Context: an optimization exercise on an open-source flow, tuned for small area. The choices shown serve that exercise and are no tape-out recipe.
In this exercise RTL edits were held to simulation tests only and were not proved equivalent to the original.
No activity file was given, so power comes from the tool's default toggle rates.

==> inputs of nickel <==
==> flow/design.v (excerpt) <==
module dt_core (
    input  wire        clk,
    input  wire        rst,
    input  wire        alu_en,
    input  wire [3:0]  alu_op,
    input  wire [7:0]  alu_a,
    input  wire [7:0]  alu_b,
    output wire [7:0]  alu_y,
    output wire [3:0]  alu_zncv,
    input  wire        add_en,
    input  wire        add_sub,
    input  wire        add_mode,
    input  wire [7:0]  add_a,
    input  wire [7:0]  add_b,
    output wire [7:0]  add_bits,
    output wire [3:0]  add_zncv,
    output wire [7:0]  add_op2,
    output wire [7:0]  add_carries,
    input  wire [3:0]  cmd_op,
    input  wire [7:0]  cmd_addr,
    input  wire [7:0]  cmd_data,
    output wire [63:0] regs,
    output wire [7:0]  pc,
    output wire [7:0]  ir,
    output wire [7:0]  mar,
    output wire [7:0]  mdr,
    output wire [7:0]  bus_a,
    output wire [7:0]  bus_b,
    output wire [7:0]  alu_result,
    output wire [3:0]  alu_flags,
    output wire [3:0]  flags,
    output wire [6:0]  cur_step,
    output wire [6:0]  prog_len,
    output wire [1:0]  run_state,
    output wire        trace_valid,
    output wire [5:0]  trace_step,
    output wire [7:0]  trace_uop,
    output wire [7:0]  mem_rdata
);
==> flow/config.mk <==
export PLATFORM = sky130hd
export DESIGN_NAME = dt_core
export DESIGN_NICKNAME = dt_core
export VERILOG_FILES = /design/flow/design.v
export SDC_FILE = /design/flow/constraint.sdc
export NUM_CORES = 4
export LEC_CHECK = 0
export CAP_MARGIN = 20
export CORE_MARGIN = 2
export CORE_UTILIZATION = 45
export SLEW_MARGIN = 20
export SYNTH_HIERARCHICAL = 1
==> flow/constraint.sdc <==
create_clock -name core_clock -period 10.0 [get_ports {clk}]
set_input_delay 2.0000 -clock core_clock [delete_from_list [all_inputs] [get_ports {clk}]]
set_output_delay 2.0000 -clock core_clock [all_outputs]
set_load 0.01 [all_outputs]
run.sh (not shown) runs the stock make flow with config.mk's settings and CLKGATE_MAP_FILE= SYNTH_SCRIPT=/design/flow/synth_recipe.tcl, a recipe that flattens the netlist after the stock synthesis.
==> ember (differences from nickel) <==
--- a/flow/design.v
+++ b/flow/design.v
@@ -158,19 +158,29 @@
     wire [7:0] reg_n = n[3] ? 8'd0 : regs[8*n[2:0] +: 8];
     wire       u_sub   = (opc == 4'h8);
     wire [8:0] raw_sum = {1'b0, bus_a} + {1'b0, bus_b ^ {8{u_sub}}} + {8'd0, u_sub};
     wire [7:0] raw_and = bus_a & bus_b;
     wire [7:0] alu_y   = (opc[3] && opc[0]) ? raw_and : raw_sum[7:0];    
     wire       alu_c   = (opc == 4'h7) && raw_sum[8];
     wire [7:0] maddr  = (c_pokem || c_peek) ? cmd_addr : mar;
     wire       mwe    = c_pokem || is_mem_mdr;
-    wire [7:0] mwdata = clr ? 8'd0 : (c_pokem ? cmd_data : mdr);
     wire [7:0] mrdata;
-    dt_ram #(.N(256), .AW(8), .CLR(1)) u_mem (
+    localparam MW = 8;
+    wire        mw_cmd = c_pokem && !clr;
+    wire        mw_mdr = !c_pokem && !clr;
+    wire [8*MW-1:0] mwdata;
+    genvar q;
+    generate
+        for (q = 0; q < 8*MW; q = q + 1) begin : g_mwd
+            dt_ao22 u_mwd (.a1(mw_cmd), .a2(cmd_data[q % 8]), .b1(mw_mdr), .b2(mdr[q % 8]),
+                           .y(mwdata[q]));
+        end
+    endgenerate
+    dt_ram #(.N(256), .AW(8), .CLR(1), .K(MW)) u_mem (
         .clk(clk), .clr(clr), .we(mwe), .waddr(maddr), .raddr(maddr),
         .wdata(mwdata), .rdata(mrdata)
     );
     dt_ram #(.N(PROG_MAX), .AW(6), .CLR(0)) u_cs (
         .clk(clk), .clr(1'b0), .we(!rst && cmd_op == CMD_PROGWR),
         .waddr(cmd_addr[5:0]), .raddr(cur_step[5:0]),
         .wdata(cmd_data), .rdata(uop)
     );
@@ -379,24 +389,25 @@
     input  wire a,
     output wire y
 );
     assign y = ~a;
 endmodule
 module dt_ram #(
     parameter N   = 256,
     parameter AW  = 8,
-    parameter CLR = 0
+    parameter CLR = 0,
+    parameter K   = 1
 ) (
     input  wire          clk,
     input  wire          clr,
     input  wire          we,
     input  wire [AW-1:0] waddr,
     input  wire [AW-1:0] raddr,
-    input  wire [7:0]    wdata,
+    input  wire [8*K-1:0] wdata,
     output wire [7:0]    rdata
 );
     localparam G  = (N + 2) / 3;
     localparam LB = AW / 2;
     localparam HB = AW - LB;
     localparam NL = 1 << LB;
     localparam NH = 1 << HB;
     wire [NL-1:0] rlo_n = ~({{(NL-1){1'b0}}, 1'b1} << raddr[LB-1:0]);
@@ -409,17 +420,17 @@
     genvar w, b, g;
     generate
         for (w = 0; w < N; w = w + 1) begin : g_word
             wire wen, wen_n;
             dt_nor2 u_rsel (.a(rlo_n[w % NL]), .b(rhi_n[w / NL]), .y(rsel[w]));
             dt_nand2 u_wen_n (.a(wlo[w % NL]), .b(whi[w / NL]), .y(wen_n));
             dt_inv u_wen (.a(wen_n), .y(wen));
             dt_dffe #(.W(8)) u_word (
-                .clk(clk), .en(wen), .en_n(wen_n), .d(wdata), .q(words[8*w +: 8])
+                .clk(clk), .en(wen), .en_n(wen_n), .d(wdata[8*(w*K/N) +: 8]), .q(words[8*w +: 8])
             );
         end
         for (b = 0; b < 8; b = b + 1) begin : g_rbit
             wire [G-1:0] gy;
             for (g = 0; g < G; g = g + 1) begin : g_grp
                 if (3*g + 2 < N) begin : g3
                     dt_aoi222 u_rd (
                         .a1(rsel[3*g]),   .a2(words[8*(3*g)+b]),
Settings changed: CORE_UTILIZATION 45 to 70, CTS_BUF_LIST set to sky130_fd_sc_hd__clkbuf_16, CTS_CLUSTER_DIAMETER set to 80, CTS_CLUSTER_SIZE set to 25, GPL_TIMING_DRIVEN set to 0.
==> fjord (differences from nickel) <==
--- a/flow/design.v
+++ b/flow/design.v
@@ -158,19 +158,29 @@
     wire [7:0] reg_n = n[3] ? 8'd0 : regs[8*n[2:0] +: 8];
     wire       u_sub   = (opc == 4'h8);
     wire [8:0] raw_sum = {1'b0, bus_a} + {1'b0, bus_b ^ {8{u_sub}}} + {8'd0, u_sub};
     wire [7:0] raw_and = bus_a & bus_b;
     wire [7:0] alu_y   = (opc[3] && opc[0]) ? raw_and : raw_sum[7:0];    
     wire       alu_c   = (opc == 4'h7) && raw_sum[8];
     wire [7:0] maddr  = (c_pokem || c_peek) ? cmd_addr : mar;
     wire       mwe    = c_pokem || is_mem_mdr;
-    wire [7:0] mwdata = clr ? 8'd0 : (c_pokem ? cmd_data : mdr);
     wire [7:0] mrdata;
-    dt_ram #(.N(256), .AW(8), .CLR(1)) u_mem (
+    localparam MW = 8;
+    wire        mw_cmd = c_pokem && !clr;
+    wire        mw_mdr = !c_pokem && !clr;
+    wire [8*MW-1:0] mwdata;
+    genvar q;
+    generate
+        for (q = 0; q < 8*MW; q = q + 1) begin : g_mwd
+            dt_ao22 u_mwd (.a1(mw_cmd), .a2(cmd_data[q % 8]), .b1(mw_mdr), .b2(mdr[q % 8]),
+                           .y(mwdata[q]));
+        end
+    endgenerate
+    dt_ram #(.N(256), .AW(8), .CLR(1), .K(MW)) u_mem (
         .clk(clk), .clr(clr), .we(mwe), .waddr(maddr), .raddr(maddr),
         .wdata(mwdata), .rdata(mrdata)
     );
     dt_ram #(.N(PROG_MAX), .AW(6), .CLR(0)) u_cs (
         .clk(clk), .clr(1'b0), .we(!rst && cmd_op == CMD_PROGWR),
         .waddr(cmd_addr[5:0]), .raddr(cur_step[5:0]),
         .wdata(cmd_data), .rdata(uop)
     );
@@ -379,24 +389,25 @@
     input  wire a,
     output wire y
 );
     assign y = ~a;
 endmodule
 module dt_ram #(
     parameter N   = 256,
     parameter AW  = 8,
-    parameter CLR = 0
+    parameter CLR = 0,
+    parameter K   = 1
 ) (
     input  wire          clk,
     input  wire          clr,
     input  wire          we,
     input  wire [AW-1:0] waddr,
     input  wire [AW-1:0] raddr,
-    input  wire [7:0]    wdata,
+    input  wire [8*K-1:0] wdata,
     output wire [7:0]    rdata
 );
     localparam G  = (N + 2) / 3;
     localparam LB = AW / 2;
     localparam HB = AW - LB;
     localparam NL = 1 << LB;
     localparam NH = 1 << HB;
     wire [NL-1:0] rlo_n = ~({{(NL-1){1'b0}}, 1'b1} << raddr[LB-1:0]);
@@ -409,17 +420,17 @@
     genvar w, b, g;
     generate
         for (w = 0; w < N; w = w + 1) begin : g_word
             wire wen, wen_n;
             dt_nor2 u_rsel (.a(rlo_n[w % NL]), .b(rhi_n[w / NL]), .y(rsel[w]));
             dt_nand2 u_wen_n (.a(wlo[w % NL]), .b(whi[w / NL]), .y(wen_n));
             dt_inv u_wen (.a(wen_n), .y(wen));
             dt_dffe #(.W(8)) u_word (
-                .clk(clk), .en(wen), .en_n(wen_n), .d(wdata), .q(words[8*w +: 8])
+                .clk(clk), .en(wen), .en_n(wen_n), .d(wdata[8*(w*K/N) +: 8]), .q(words[8*w +: 8])
             );
         end
         for (b = 0; b < 8; b = b + 1) begin : g_rbit
             wire [G-1:0] gy;
             for (g = 0; g < G; g = g + 1) begin : g_grp
                 if (3*g + 2 < N) begin : g3
                     dt_aoi222 u_rd (
                         .a1(rsel[3*g]),   .a2(words[8*(3*g)+b]),
Settings changed: CAP_MARGIN 20 to 0, CORE_UTILIZATION 45 to 70, CTS_BUF_LIST set to sky130_fd_sc_hd__clkbuf_16, CTS_CLUSTER_DIAMETER set to 80, CTS_CLUSTER_SIZE set to 25, GPL_TIMING_DRIVEN set to 0, SLEW_MARGIN 20 to 0.
==> notes <==
nickel completed with no timing, DRC or antenna violations. ember completed without violations. fjord produced a layout that fails on max-capacitance violations, max-slew violations.
Synthesized cell count: nickel is smaller than ember (0.68%).
The highest count of clock-buffer cells in the layout belongs to nickel, the lowest to fjord.
Of nickel and ember, nickel has the higher setup slack (gap 0.61 ns).
Against nickel, the clock power of ember is smaller by 47%.
In nickel the final area is larger than in fjord, by about 6%.
Wire length: ember is smaller than nickel (about 8%).
The lowest hold slack belongs to nickel, the highest to ember.
Of nickel and ember, nickel has the higher die area (gap about 54%, measured against ember).
The lowest clock skew belongs to ember, the highest to nickel.
==> figures <==
Number of non-clock inverters: ember 391; fjord 391; nickel 388
Worst-path maximum fanout: ember 16; fjord 16; nickel 14
Utilization after layout: ember 0.7867; fjord 0.7781; nickel 0.5306
Share of cell area taken by multi-input logic gates: ember 0.3870; fjord 0.3899; nickel 0.3636
Cell area after technology mapping: ember 99,590 µm²; fjord 99,590 µm²; nickel 99,040 µm²
Placement-stage worst setup slack: ember 0.9541 ns; fjord 0.5098 ns; nickel 1.113 ns
H-tree depth: ember 4; fjord 4; nickel 5
Num rows: ember 138; fjord 138; nickel 172
Mean area per synthesized cell: ember 11.62 µm²; fjord 11.62 µm²; nickel 11.63 µm²
Portion of total power attributed to sequential cells: ember 0.599; fjord 0.601; nickel 0.475
Endpoint of the most critical register-to-register path: ember u_interp.u_mem.g_word[88].u_word.q[6]; fjord u_interp.u_mem.g_word[41].u_word.q[1]; nickel u_interp.u_mem.g_word[75].u_word.q[0]
Cell count along the critical path: ember 15; fjord 16; nickel 16
Result of the run: ember finished clean; fjord finished with violations; nickel finished clean
Reasons for failing layout checks: ember -; fjord max-capacitance violations, max-slew violations; nickel -
Number of buffers on the longest clock path: ember 3; fjord 3; nickel 4
Starting Density: ember 0.7043; fjord 0.7043; nickel 0.4516
Number of buffers other than clock buffers in the final layout: ember 446; fjord 394; nickel 394
Worst endpoint required time: ember 10.71 ns; fjord 10.71 ns; nickel 10.82 ns
Clock transition at the register clock pins on the worst setup and hold paths after CTS: ember 0.09 ns; fjord 0.09 ns; nickel 0.06 ns
Via density: ember 8.014; fjord 8.002; nickel 7.008
Total wire length: ember 349.7 mm; fjord 347.2 mm; nickel 379.4 mm

[what the ideal ports hide]
The flow's constraints put no driver on any port. The routed layouts listed below were extracted and timed again, unchanged, in two steps.
Step 1: set_driving_cell puts a clkbuf_16 on clk and a buf_2 on each other input, an assumption about the parent block.
Step 2 adds t to the input delays and takes it off the output delays; t is the mean of the earliest and latest rising clock arrival at the registers after step 1. Input paths then give back, and output paths get back, about the clock's delay inside the block.
Slacks: ideal ports / drivers / drivers and shift; pairs: ideal ports / drivers.
run	t (ns)	slack for setup (ns)	worst hold slack (ns)	latest minus earliest clock arrival (ns)	slew at the worst register clock pin (ns)
nickel	1.012	1.809 / 1.882 / 0.870	0.469 / 0.469 / 0.469	0.068 / 0.068	0.07 / 0.07
ember	0.898	1.199 / 1.260 / 0.362	0.478 / 0.478 / 0.478	0.034 / 0.034	0.10 / 0.10
fjord	0.903	0.630 / 0.682 / -0.221	0.477 / 0.477 / 0.477	0.037 / 0.036	0.10 / 0.10
The setup slack of nickel, which loses most, moves by +0.073 ns with the drivers and by -0.939 ns with both steps.
